Context: an optimization exercise on an open-source flow, tuned for small area, a short achievable clock period and few clock cycles per item. The choices shown serve that exercise and are no tape-out recipe.
No run shown here included a check of the RTL's function; only the layout flow was run.
No activity file was given, so power comes from the tool's default toggle rates.

[flow/design.v]
module bdgr_dec (
    input  wire        clk,
    input  wire        rst,
    input  wire        start,
    input  wire [15:0] width,
    input  wire [15:0] height,
    input  wire        pred_med,
    output wire        busy,
    output wire        mismatch,
    input  wire        in_valid,
    input  wire [63:0] in_word,
    output wire        in_ready,
    output wire        out_valid,
    output wire [7:0]  out_pix,
    output wire        out_last,
    input  wire        out_ready,
    input  wire [7:0]  up_pix
);
    localparam [2:0] S_IDLE = 3'd0, S_HDR = 3'd1, S_DEC = 3'd2, S_MISM = 3'd3,
                     S_FLUSH = 3'd4, S_TAIL = 3'd5;
    reg [2:0]  state;
    reg        mism_r;
    reg        med_r;
    reg [15:0] w_r;
    reg [15:0] cx, cy;        
    reg        dfc, dfr;      
    reg [2:0]  k_r;
    reg [19:0] t_r;           
    reg [6:0]  q;             
    reg        pv;            
    reg [7:0]  pd;            
    reg [1:0]  pcls;          
    reg        plast;
    reg [7:0]  prev;          
    reg [7:0]  up_prev;       
    wire [83:0] s   = {in_word, t_r};
    wire [83:0] sh  = s >> q;
    wire [19:0] win = sh[19:0];
    reg [3:0] z;              
    integer i;
    always @(*) begin
        z = 4'd11;
        for (i = 10; i >= 0; i = i - 1)
            if (win[i]) z = i[3:0];
    end
    wire        esc  = (z == 4'd11);
    wire [19:0] rest = win >> (z + 4'd1);
    wire [7:0]  m    = rest[7:0] & ((8'd1 << k_r) - 8'd1);
    wire [14:0] rq   = ({11'd0, z} << k_r) | {7'd0, m};
    wire [7:0]  r    = esc ? win[19:12] : rq[7:0];
    wire [4:0]  len  = esc ? 5'd20 : ({1'b0, z} + 5'd1 + {2'd0, k_r});
    wire [6:0]  qn   = q + {2'd0, len};
    wire        have = in_valid ? (qn <= 7'd84) : (qn <= 7'd20);
    reg [2:0] k_next;
    always @(*) begin
        if      (r <= 8'd1)   k_next = 3'd0;
        else if (r <= 8'd4)   k_next = 3'd1;
        else if (r <= 8'd8)   k_next = 3'd2;
        else if (r <= 8'd16)  k_next = 3'd3;
        else if (r <= 8'd32)  k_next = 3'd4;
        else if (r <= 8'd64)  k_next = 3'd5;
        else if (r <= 8'd128) k_next = 3'd6;
        else                  k_next = 3'd7;
    end
    wire [7:0] d = r[0] ? ~{1'b0, r[7:1]} : {1'b0, r[7:1]};    
    wire last_col = (cx == 16'd1);
    wire last_row = (cy == 16'd1);
    wire last_sym = last_col & last_row;
    wire [7:0] na = prev;
    wire [7:0] nb = up_pix;
    wire [7:0] nc = up_prev;
    wire [7:0] va = na + pd;
    wire [7:0] e  = na - nc + pd;
    wire [7:0] vb = nb + pd;
    wire [7:0] vc = nb + e;
    wire lt   = (na < nb);
    wire ge_a = (nc >= na);
    wire ge_b = (nc >= nb);
    wire le_a = (nc <= na);
    wire le_b = (nc <= nb);
    reg [7:0] v;
    always @(*) begin
        if (pcls == 2'd0)
            v = va;
        else if (pcls == 2'd1)
            v = vb;
        else if (ge_a & ge_b)
            v = lt ? va : vb;
        else if (le_a & le_b)
            v = lt ? vb : va;
        else
            v = vc;
    end
    assign busy      = (state != S_IDLE);
    assign mismatch  = mism_r;
    assign in_ready  = ((state == S_DEC) & q[6]) | (state == S_FLUSH) | (state == S_MISM);
    assign out_valid = pv & ((state != S_FLUSH) | in_valid);
    assign out_pix   = v;
    assign out_last  = plast;
    wire take     = in_valid & in_ready;
    wire out_fire = out_valid & out_ready;
    wire dec_fire = (state == S_DEC) & have & (~pv | out_ready);
    wire hdr_ok = (in_word[15:0] == w_r) & (in_word[31:16] == cy);
    wire [6:0] qa = dec_fire ? qn : q;
    wire [6:0] q_next = {qa[6] & ~take, qa[5:0]};
    always @(posedge clk) begin
        if (rst) begin
            state  <= S_IDLE;
            mism_r <= 1'b0;
            pv     <= 1'b0;
        end else begin
            if (dec_fire) begin
                pv    <= 1'b1;
                pd    <= d;
                pcls  <= (~med_r | dfr) ? 2'd0 : (dfc ? 2'd1 : 2'd2);
                plast <= last_sym;
            end else if (out_fire) begin
                pv    <= 1'b0;
            end
            if (out_fire) begin
                prev    <= v;
                up_prev <= up_pix;
            end
            if (dec_fire) begin
                k_r <= k_next;
                if (last_col) begin
                    cx  <= w_r;
                    cy  <= cy - 16'd1;
                    dfc <= 1'b1;
                    dfr <= 1'b0;
                end else begin
                    cx  <= cx - 16'd1;
                    dfc <= 1'b0;
                end
            end
            if (state == S_DEC)
                q <= q_next;
            if (take)
                t_r <= in_word[63:44];
            case (state)
                S_IDLE: begin
                    if (start) begin
                        state  <= S_HDR;
                        mism_r <= 1'b0;
                        med_r  <= pred_med;
                        w_r    <= width;
                        cx     <= width;
                        cy     <= height;
                        dfc    <= 1'b1;
                        dfr    <= 1'b1;
                        prev   <= 8'd0;
                        k_r    <= 3'd7;
                        q      <= 7'd52;
                    end
                end
                S_HDR: begin
                    if (in_valid)
                        state <= hdr_ok ? S_DEC : S_MISM;
                end
                S_MISM: begin
                    if (in_valid) begin
                        mism_r <= 1'b1;
                        state  <= S_IDLE;
                    end
                end
                S_DEC: begin
                    if (dec_fire & last_sym)
                        state <= (q_next > 7'd20) ? S_FLUSH : S_TAIL;
                end
                S_FLUSH: begin
                    if (in_valid)
                        state <= (out_fire & plast) ? S_IDLE : S_TAIL;
                end
                S_TAIL: begin
                    if (out_fire & plast)
                        state <= S_IDLE;
                end
                default: state <= S_IDLE;
            endcase
        end
    end
endmodule
[flow/run.sh]
#!/bin/bash
# synth_recipe.tcl (not shown) runs the flow's synth.tcl, then flattens the netlist and writes it again
# the make line also repeats each setting of config.mk as NAME=value (left out here)
make -C /OpenROAD-flow-scripts/flow DESIGN_CONFIG=/design/flow/config.mk WORK_HOME=/design/flow/orfs CLKGATE_MAP_FILE= SYNTH_SCRIPT=/design/flow/synth_recipe.tcl finish
[flow/config.mk]
export PLATFORM = sky130hd
export DESIGN_NAME = bdgr_dec
export DESIGN_NICKNAME = bdgr_dec
export VERILOG_FILES = /design/flow/design.v
export SDC_FILE = /design/flow/constraint.sdc
export NUM_CORES = 4
export LEC_CHECK = 0
export CAP_MARGIN = 20
export CORE_MARGIN = 2
export CORE_UTILIZATION = 40
export SLEW_MARGIN = 20
[flow/constraint.sdc]
create_clock -name core_clock -period 12.0 [get_ports {clk}]
set_input_delay 2.4000 -clock core_clock [delete_from_list [all_inputs] [get_ports {clk}]]
set_output_delay 2.4000 -clock core_clock [all_outputs]
set_load 0.01 [all_outputs]
==> metrics.cfg, run 1 <==
[run_status]
outcome = no timing/DRC/antenna violations

[synth]
syn_area_mm2 = 0.01687
synthTopCellsByCount = 188 x nand2_1, 142 x nor2_1, 131 x mux2i_1
yosysSeqAreaShare = 0.1982
synthArstFlopShare = 0
synth_most_common_cell = nand2_1
syn_avg_cell_area_um2 = 9.094
ys.flop_type = edfxtp_1
syn_nets = 2045
synth_cell_types = 116
synthCells = 1855
ys_top_cells_by_area = edfxtp_1 19%, mux4_2 13%, mux2i_1 7.8%, ha_1 4.6%, nand2_1 4.2%
synth-seq-cells = 113
yosysWarnings = 1
synth_edf_count = 108
synth_top_area_share = 0.1923
synth_top_area_cell = edfxtp_1

[setup_path]
worst_r2r_startpoint = q[1]$_DFFE_PN_
worst-r2r-setup-slack_ns = 2.46
path_delay_family = simple AND/OR/NAND/NOR gates
critPathLaunchType = input port
crit_slowest_cell = nor2_1
max_stage_delay_ns = 1.01
path_common_cell = nor2_1
critPathCaptureType = flip-flop
crit_buf_inv = 3
worstPathCellList = clkdlybuf4s50_1, mux4_2, and3_1, a41oi_1, a41oi_1, a2111oi_2, o211ai_2, a21oi_4, nor2_4, inv_4, ha_1, inv_1, or2_0, and2_1, fa_1, a21oi_1, nor2_1, nor2_1, nor2b_1, o21ai_0, xor2_1, maj3_1, nand3_2, nor2_1
rr_endpoint = pd[3]$_DFFE_PP_
worstPathArrival_ns = 10.31
required_ns = 12.08
critPathKind = in -> reg
rr_worst_depth = 23
path_max_fanout = 39

[floorplanning]
initial_core_util = 0.4040
core_mm2 = 0.04176
die_w_um = 209.4
rows = 75
die_h_um = 209.4
io_pins = 123
die-area_mm2 = 0.04383

[cts]
clk_path_buf_depth = 2
clk_latency_ns = 0.47
post_cts_resize_count = 0
clk_pin_slew_ns = 0.06
hold_buffers = 0
cts_max_level = 4
postCtsSetupBuffers = 0
clock-sinks = 113
root_buffer = clkbuf_16
cts_tree = built
cts_buffers = 17

[sta]
slew_headroom = 0.2716
finalMaxSlewViolations = 0
fin_crit_ns = 10.23
finalSetupViolations = 0
rsz0062_at_grt = no
fin_ws_ns = 1.771
max_freq_mhz = 97.76
fin_crit_sh = 0.8524
hold_violations = 0
fin_worst_skew_ns = 0.01070
worstMarginPinSlew_ns = 1.090
fin_setup_tns_ns = 0

[worst_hold_path]
holdPathStages = 2
min_path_type = reg -> reg
hp-start = pv$_SDFFE_PP0P_
min_to = pv$_SDFFE_PP0P_

[drt]
wire_per_inst_um = 27.16
routed_wl_mm = 66.34
drt_iter0_markers = 2111
ant_nets = 0
routed_via_density = 6.701
drc = 0
num_vias = 16370
dr.pass1.iters = 6

[global_routing]
antenna_found_initial = 1
grt_pass1_wl_mm = 100.1
grt.total_usage = 0.3000
grt_max_degree = 101
grt_pass1_vias = 15604
grt_overflow = 0

[placement]
gp_congestion = 1.080
io_buffers = 122
dpl_worst_slack_ns = 1.460
dp_hpwl_mm = 50.73

[job]
max_cap_violations = 0

[power]
cellLeakagePower_nw = 6.922
peakVddDrop_v = 0.0001015
power.density_mw_per_mm2 = 180.8

[finish]
drive_gt1_frac = 0.1324
area_growth_pct = 11.33
nets = 2080
fillerInstances = 4035

[placed cells by master (no fill, tap or decap), types with 38 or more instances in the layout]
cell | netlist | layout
edfxtp_1 | 108 | 108
o21ai_0 | 78 | 78
nor2_1 | 142 | 141
clkdlybuf4s50_1 | 0 | 122
o22ai_1 | 38 | 38
nand2_1 | 188 | 188
xnor2_1 | 65 | 65
inv_1 | 83 | 82
ha_1 | 62 | 62
a21oi_1 | 102 | 101
mux4_2 | 94 | 94
mux2i_1 | 131 | 131
[area by class of cell]
class | count | area [µm²] | share of cell area
Multi-Input combinational cell | 1518 | 12380 | 0.6591
Sequential cell | 113 | 3343 | 0.1780
Timing Repair Buffer | 151 | 1464 | 0.07795
Tap cell | 539 | 674.4 | 0.03591
Clock buffer | 25 | 505.5 | 0.02692
Inverter | 89 | 336.6 | 0.01792
Clock inverter | 7 | 76.32 | 0.004064
Antenna cell | 1 | 2.502 | 0.0001332
[routing by layer]
metal | vias to the layer above | share of wire | track usage
li1 | 7204 | - | -
met1 | 7966 | 0.42 | 0.4118
met2 | 1002 | 0.44 | 0.4579
met3 | 198 | 0.097 | 0.06494
met4 | 0 | 0.042 | 0.1251
met5 | - | 0 | 0
[registers in the layout, summed over array words and instances, names as in the netlist, 2 cells and up]
| name | cells |
|---|---|
| t_r | 20 |
| cx | 16 |
| cy | 16 |
| w_r | 16 |
| pd | 8 |
| prev | 8 |
| up_prev | 8 |
| q | 7 |
| k_r | 3 |
| state | 3 |
| pcls | 2 |
[power breakdown]
group / internal [mW] / switching [mW]
sequential: 0.514 / 0.0669
combinational: 0.916 / 1.39
clock: 0.311 / 0.195
total: 1.74 / 1.65
[per-stage QoR]
step           hold WS [ns]  std cells    util  power, mW  area, µm²
6_report             0.4824       2443  0.4497      3.396      18780
5_1_grt              0.5095       2442  0.4497      3.589      18780
4_1_cts              0.4717       2442  0.4496      3.353      18770
3_5_place_dp         0.4652       2410  0.4357      2.831      18190
3_3_place_gp         0.4601       2410  0.4357      2.834      18190
2_1_floorplan        0.4459       1855       -      2.243      16870
[tightest hold or removal path, cell delays in order (launching register included)]
cell and delay [ns]:
dfxtp_1 0.32, nand2_1 0.06, a21oi_1 0.05
[worst max-delay path by stage]
stage / start / end / slack, ns / depth (start not counted)
floorplan: in_word[11] / cy[9]$_DFFE_PN_ / 3.50 / 29
global placement: in_word[19] / cy[7]$_DFFE_PN_ / 1.70 / 28
detailed placement: in_word[10] / pd[0]$_DFFE_PP_ / 1.46 / 24
CTS: in_word[10] / pd[0]$_DFFE_PP_ / 1.95 / 24
global route: in_word[10] / cy[9]$_DFFE_PN_ / 1.24 / 28
finish: in_word[10] / pd[3]$_DFFE_PP_ / 1.77 / 24
[cells by family after synthesis]
logic type / share of synthesized area
compound gates: 0.2168
buf+inv: 0.06876
mux: 0.2355
flops: 0.1982
fa+ha+maj: 0.06794
simple gates: 0.1671
xor+xnor: 0.04569
==> inputs of run 2 (changes only) <==
==> flow/design.v (replaced) <==
module bdgr_dec (
    input  wire        clk,
    input  wire        rst,
    input  wire        start,
    input  wire [15:0] width,
    input  wire [15:0] height,
    input  wire        pred_med,
    output wire        busy,
    output wire        mismatch,
    input  wire        in_valid,
    input  wire [63:0] in_word,
    output wire        in_ready,
    output wire        out_valid,
    output wire [7:0]  out_pix,
    output wire        out_last,
    input  wire        out_ready,
    input  wire [7:0]  up_pix
);
    localparam [1:0] S_IDLE = 2'd0, S_HDR = 2'd1, S_CHECK = 2'd2, S_PIX = 2'd3;
    reg [1:0]  state;
    reg        mism_r;
    reg        med_r;
    reg [15:0] w_r, h_r;
    reg [15:0] x_r, y_r;
    reg [7:0]  prev;          
    reg [7:0]  up_prev;       
    reg [2:0]  k_r;
    reg [83:0] rb;
    reg [6:0]  rc;
    reg [3:0] z;              
    integer i;
    always @(*) begin
        z = 4'd11;
        for (i = 10; i >= 0; i = i - 1)
            if (rb[i]) z = i[3:0];
    end
    wire        esc = (z == 4'd11);
    wire [83:0] rest = rb >> (z + 4'd1);                   
    wire [7:0]  m    = rest[7:0] & ((8'd1 << k_r) - 8'd1);
    wire [14:0] rq   = ({11'd0, z} << k_r) | {7'd0, m};
    wire [7:0]  r    = esc ? rest[7:0] : rq[7:0];
    wire [4:0]  len  = esc ? 5'd20 : ({1'b0, z} + 5'd1 + {2'd0, k_r});
    wire        have = ({2'd0, len} <= rc);
    reg [2:0] k_next;
    always @(*) begin
        if      (r <= 8'd1)   k_next = 3'd0;
        else if (r <= 8'd4)   k_next = 3'd1;
        else if (r <= 8'd8)   k_next = 3'd2;
        else if (r <= 8'd16)  k_next = 3'd3;
        else if (r <= 8'd32)  k_next = 3'd4;
        else if (r <= 8'd64)  k_next = 3'd5;
        else if (r <= 8'd128) k_next = 3'd6;
        else                  k_next = 3'd7;
    end
    wire first_col = (x_r == 16'd0);
    wire first_row = (y_r == 16'd0);
    wire [7:0] na = first_col               ? 8'd0 : prev;
    wire [7:0] nb = first_row               ? 8'd0 : up_pix;
    wire [7:0] nc = (first_col | first_row) ? 8'd0 : up_prev;
    wire [7:0] mn = (na < nb) ? na : nb;
    wire [7:0] mx = (na < nb) ? nb : na;
    reg [7:0] med;
    always @(*) begin
        if (nc >= mx)
            med = mn;
        else if (nc <= mn)
            med = mx;
        else
            med = na + nb - nc;
    end
    wire [7:0] pred = med_r ? med : prev;
    wire [7:0] d    = r[0] ? ~{1'b0, r[7:1]} : {1'b0, r[7:1]};    
    wire [7:0] v    = pred + d;
    wire last_col = (x_r == w_r - 16'd1);
    wire last_row = (y_r == h_r - 16'd1);
    assign busy      = (state != S_IDLE);
    assign mismatch  = mism_r;
    assign in_ready  = (state == S_HDR) | ((state == S_PIX) & ~have);
    assign out_valid = (state == S_PIX) & have;
    assign out_pix   = v;
    assign out_last  = last_col & last_row;
    wire in_fire  = in_valid & in_ready;
    wire out_fire = out_valid & out_ready;
    wire hdr_ok = (rb[15:0] == w_r) & (rb[31:16] == h_r);
    always @(posedge clk) begin
        if (rst) begin
            state  <= S_IDLE;
            mism_r <= 1'b0;
        end else begin
            case (state)
                S_IDLE: begin
                    if (start) begin
                        state   <= S_HDR;
                        mism_r  <= 1'b0;
                        med_r   <= pred_med;
                        w_r     <= width;
                        h_r     <= height;
                        x_r     <= 16'd0;
                        y_r     <= 16'd0;
                        prev    <= 8'd0;
                        up_prev <= 8'd0;
                        k_r     <= 3'd7;
                        rb      <= 84'd0;
                        rc      <= 7'd0;
                    end
                end
                S_HDR: begin
                    if (in_fire) begin
                        rb    <= {20'd0, in_word};
                        rc    <= 7'd64;
                        state <= S_CHECK;
                    end
                end
                S_CHECK: begin
                    if (hdr_ok) begin
                        rb    <= rb >> 32;
                        rc    <= 7'd32;
                        state <= S_PIX;
                    end else begin
                        mism_r <= 1'b1;
                        state  <= S_IDLE;
                    end
                end
                S_PIX: begin
                    if (in_fire) begin
                        rb <= rb | ({20'd0, in_word} << rc);
                        rc <= rc + 7'd64;
                    end else if (out_fire) begin
                        rb      <= rb >> len;
                        rc      <= rc - {2'd0, len};
                        k_r     <= k_next;
                        prev    <= v;
                        up_prev <= up_pix;
                        if (last_col) begin
                            x_r <= 16'd0;
                            y_r <= y_r + 16'd1;
                            if (last_row)
                                state <= S_IDLE;
                        end else begin
                            x_r <= x_r + 16'd1;
                        end
                    end
                end
            endcase
        end
    end
endmodule
==> metrics.cfg, run 2 <==
[run_status]
outcome = no timing/DRC/antenna violations

[setup_path]
max_stage_delay_ns = 0.57  ; -0.44 ns
rr_endpoint = prev[7]$_SDFFCE_PP0P_
worst_r2r_startpoint = x_r[0]$_SDFFCE_PN0P_
required_ns = 9.60  ; -2.48 ns
crit_buf_inv = 3  ; unchanged
critPathCaptureType = output port
startpoint = up_pix[4]
path_delay_family = compound AO/OA/AOI/OAI gates
critPathLaunchType = input port
worstPathArrival_ns = 8.67  ; -1.64 ns
worst-r2r-setup-slack_ns = 4.31  ; +1.85 ns
crit_slowest_cell = clkdlybuf4s50_1
critPathKind = in -> out
path_max_fanout = 17  ; -56%
rr_worst_depth = 28  ; +22%

[drt]
num_vias = 22117  ; +35%
routed_via_density = 6.957  ; +3.8%
drt-met1-wl_mm = 36.91  ; +32%
dr.pass1.iters = 6  ; unchanged
wl_met3_mm = 8.930  ; +38%
drc = 0  ; unchanged
wire_per_inst_um = 30.78  ; +13%
routed_wl_mm = 97.86  ; +48%
met2WireLength_mm = 43.14  ; +48%
drt_iter0_markers = 3078  ; +46%
ant_nets = 0  ; unchanged
top_layer = met4

[synth]
synth-seq-cells = 178  ; +58%
synth_most_common_cell = mux2i_1
synth_top_area_share = 0.2346  ; +0.04233
synthArstFlopShare = 0  ; unchanged
syn_area_mm2 = 0.02240  ; +33%
syn_nets = 2620  ; +28%
syn_avg_cell_area_um2 = 9.166  ; +0.79%
ys_top_cells_by_area = edfxtp_1 23%, mux4_2 13%, mux2i_1 12%, nand2_1 4.2%, ha_1 3.2%
synth_top_area_cell = edfxtp_1
yosysSeqAreaShare = 0.2373  ; +0.03908
synthTopCellsByCount = 265 x mux2i_1, 251 x nand2_1, 175 x edfxtp_1
synth_cell_types = 96  ; -17%
yosysWarnings = 1  ; unchanged
synthCells = 2444  ; +32%
ys.flop_type = edfxtp_1
synth_edf_count = 175  ; +62%

[cts]
cts_tree = built
clk_path_buf_depth = 2  ; unchanged
root_buffer = clkbuf_16
cts_buffers = 17  ; unchanged
clk_pin_slew_ns = 0.07  ; about the same
postCtsSetupBuffers = 0  ; unchanged
clk_latency_ns = 0.51  ; +0.04 ns
hold_buffers = 0  ; unchanged
cts_max_level = 4  ; unchanged
clock-sinks = 178  ; +58%
post_cts_resize_count = 0  ; unchanged

[placement]
gp_congestion = 1.014  ; -6.1%
dpl_worst_slack_ns = 0.9924  ; -0.4674 ns
place_inst = 3145  ; +30%
dp_hpwl_mm = 72.56  ; +43%
io_buffers = 122  ; unchanged

[floorplanning]
rows = 86  ; +15%
io_pins = 123  ; unchanged
initial_core_util = 0.4058  ; +0.001866
core_mm2 = 0.05520  ; +32%
die_w_um = 240.7  ; +15%
die-area_mm2 = 0.05791  ; +32%
die_h_um = 240.7  ; +15%

[finish]
stdcell_count = 3179  ; +30%
final_common_cell = mux2i_1
final_cell_mix = 265 x mux2i_1, 249 x nand2_1, 175 x edfxtp_1, 165 x nor2_1, 129 x mux4_2
largest_register = rb
largest_register_ff_count = 84  ; +320%
fillerInstances = 5325  ; +32%
drive_gt1_frac = 0.1288  ; -0.003616
area_growth_pct = 10.56
final_util = 0.4487  ; -0.001078
nets = 2593  ; +25%

[global_routing]
grt_max_degree = 74  ; -27%
grt_pass1_wl_mm = 142.4  ; +42%
grt.total_usage = 0.3356  ; +0.03564
antenna_found_initial = 1  ; unchanged
grt_overflow = 0  ; unchanged
grt_pass1_vias = 21079  ; +35%

[sta]
finalSetupViolations = 0  ; unchanged
slew_headroom = 0.1430  ; -0.1287
fin_crit_ns = 11.07  ; +0.8443 ns
finalMaxSlewViolations = 0  ; unchanged
worstMarginPinSlew_ns = 1.276  ; +0.1855 ns
fin_crit_sh = 0.9228  ; +0.07036
rsz0062_at_grt = no
fin_setup_tns_ns = 0  ; unchanged
max_freq_mhz = 90.31  ; -7.6%
fin_ws_ns = 0.9266  ; -0.8443 ns
hold_violations = 0  ; unchanged
fin_worst_skew_ns = 0.01291  ; +0.002205 ns

[job]
max_cap_violations = 0  ; unchanged

[power]
finalPower_mw = 2.971  ; -13%
cellLeakagePower_nw = 9.052  ; +31%
power.density_mw_per_mm2 = 119.9  ; -34%
peakVddDrop_v = 0.0001251  ; +23%

[worst_hold_path]
min_path_type = reg -> reg
holdPathStages = 4  ; +2
min_to = mism_r$_SDFFE_PP0P_
hp-start = mism_r$_SDFFE_PP0P_

==> run 2: where the power goes <==
| part | leakage [nW] | total (mW) | switching, mW | internal (mW) |
|---|---|---|---|---|
| clock | 0.316 | 0.646 | 0.308 | 0.338 |
| combinational | 7.05 | 1.50 | 0.888 | 0.612 |
| sequential | 1.69 | 0.825 | 0.0922 | 0.732 |
==> run 2: area by class of cell <==
type                            instances  area, µm²  share of cell area
Tap cell                              748      935.9             0.03779
Inverter                               79      296.5             0.01197
Clock inverter                         15      217.7            0.008791
Antenna cell                            1      2.502           0.0001010
Clock buffer                           17      425.4             0.01718
Timing Repair Buffer                  169       1594             0.06436
Multi-Input combinational cell       1972      15980              0.6452
Sequential cell                       178       5315              0.2146
==> run 2: worst register-to-register path, delay by kind of cell (launching register included) <==
| family | cells | cell delay (ns) |
|---|---|---|
| xor+xnor | 1 | 0.20 |
| flops | 1 | 0.51 |
| fa+ha+maj | 4 | 1.01 |
| simple gates | 4 | 1.59 |
| buf+inv | 2 | 0.39 |
| compound gates | 17 | 3.83 |
==> run 2: through the flow <==
step	hold slack, ns	cell area, µm²
floorplan	0.5952	22400
global placement	0.6015	24090
detailed placement	0.6006	24090
CTS	0.6122	24740
global route	0.6733	24760
finish	0.6050	24770
==> run 2: how the worst max path moves through the flow <==
| stage | cells past startpoint | slack [ns] | to |
|---|---|---|---|
| 2_1_floorplan | 25 | 2.19 | out_pix[7] |
| 3_3_place_gp | 23 | 1.05 | out_pix[7] |
| 3_5_place_dp | 25 | 0.99 | out_pix[7] |
| 4_1_cts | 25 | 0.99 | out_pix[7] |
| 5_1_grt | 25 | 0.49 | out_pix[7] |
| 6_report | 25 | 0.93 | out_pix[7] |
==> run 2: kinds of logic after synthesis <==
| family | count (synthesis) | synth area share |
|---|---|---|
| xor+xnor | 114 | 0.04524 |
| mux | 449 | 0.2757 |
| flops | 178 | 0.2373 |
| simple gates | 712 | 0.1514 |
| buf+inv | 294 | 0.05451 |
| compound gates | 631 | 0.1959 |
| fa+ha+maj | 66 | 0.03988 |
==> run 2: metal layers <==
layer  vias up  GRT usage
met5         -          0
met2      1561     0.5258
met3       382    0.05101
met4         0     0.2588
li1       9410          -
met1     10764     0.4164

[static timing again, ports no longer ideal]
No port has a modelled driver above. Below, the same layouts with a new extraction and two added sets of constraints.
Step 1, drivers: a clkbuf_16 drives clk and a buf_2 each remaining input, both assumed.
Step 2 times the ports against the registers' clock, not the clock port: input delays grow and output delays shrink by t, the midpoint of the rising clock arrivals with the driver on.
Slacks: ideal / step 1 / step 2; pairs: ideal / step 1.
| run | t, ns | setup slack, ns | hold WS [ns] | latest minus earliest clock arrival (ns) | slew at the worst register clock pin (ns) |
|---|---|---|---|---|---|
| run 1 | 0.514 | 1.771 / 1.775 / 1.262 | 0.482 / 0.482 / 0.482 | 0.011 / 0.011 | 0.06 / 0.06 |
| run 2 | 0.567 | 0.927 / 0.895 / 0.895 | 0.605 / 0.605 / 0.605 | 0.013 / 0.013 | 0.08 / 0.08 |
After both steps setup and hold are still met in every run listed. For run 1, which loses most, drivers alone change the setup slack by +0.004 ns; drivers and shift together by -0.509 ns.
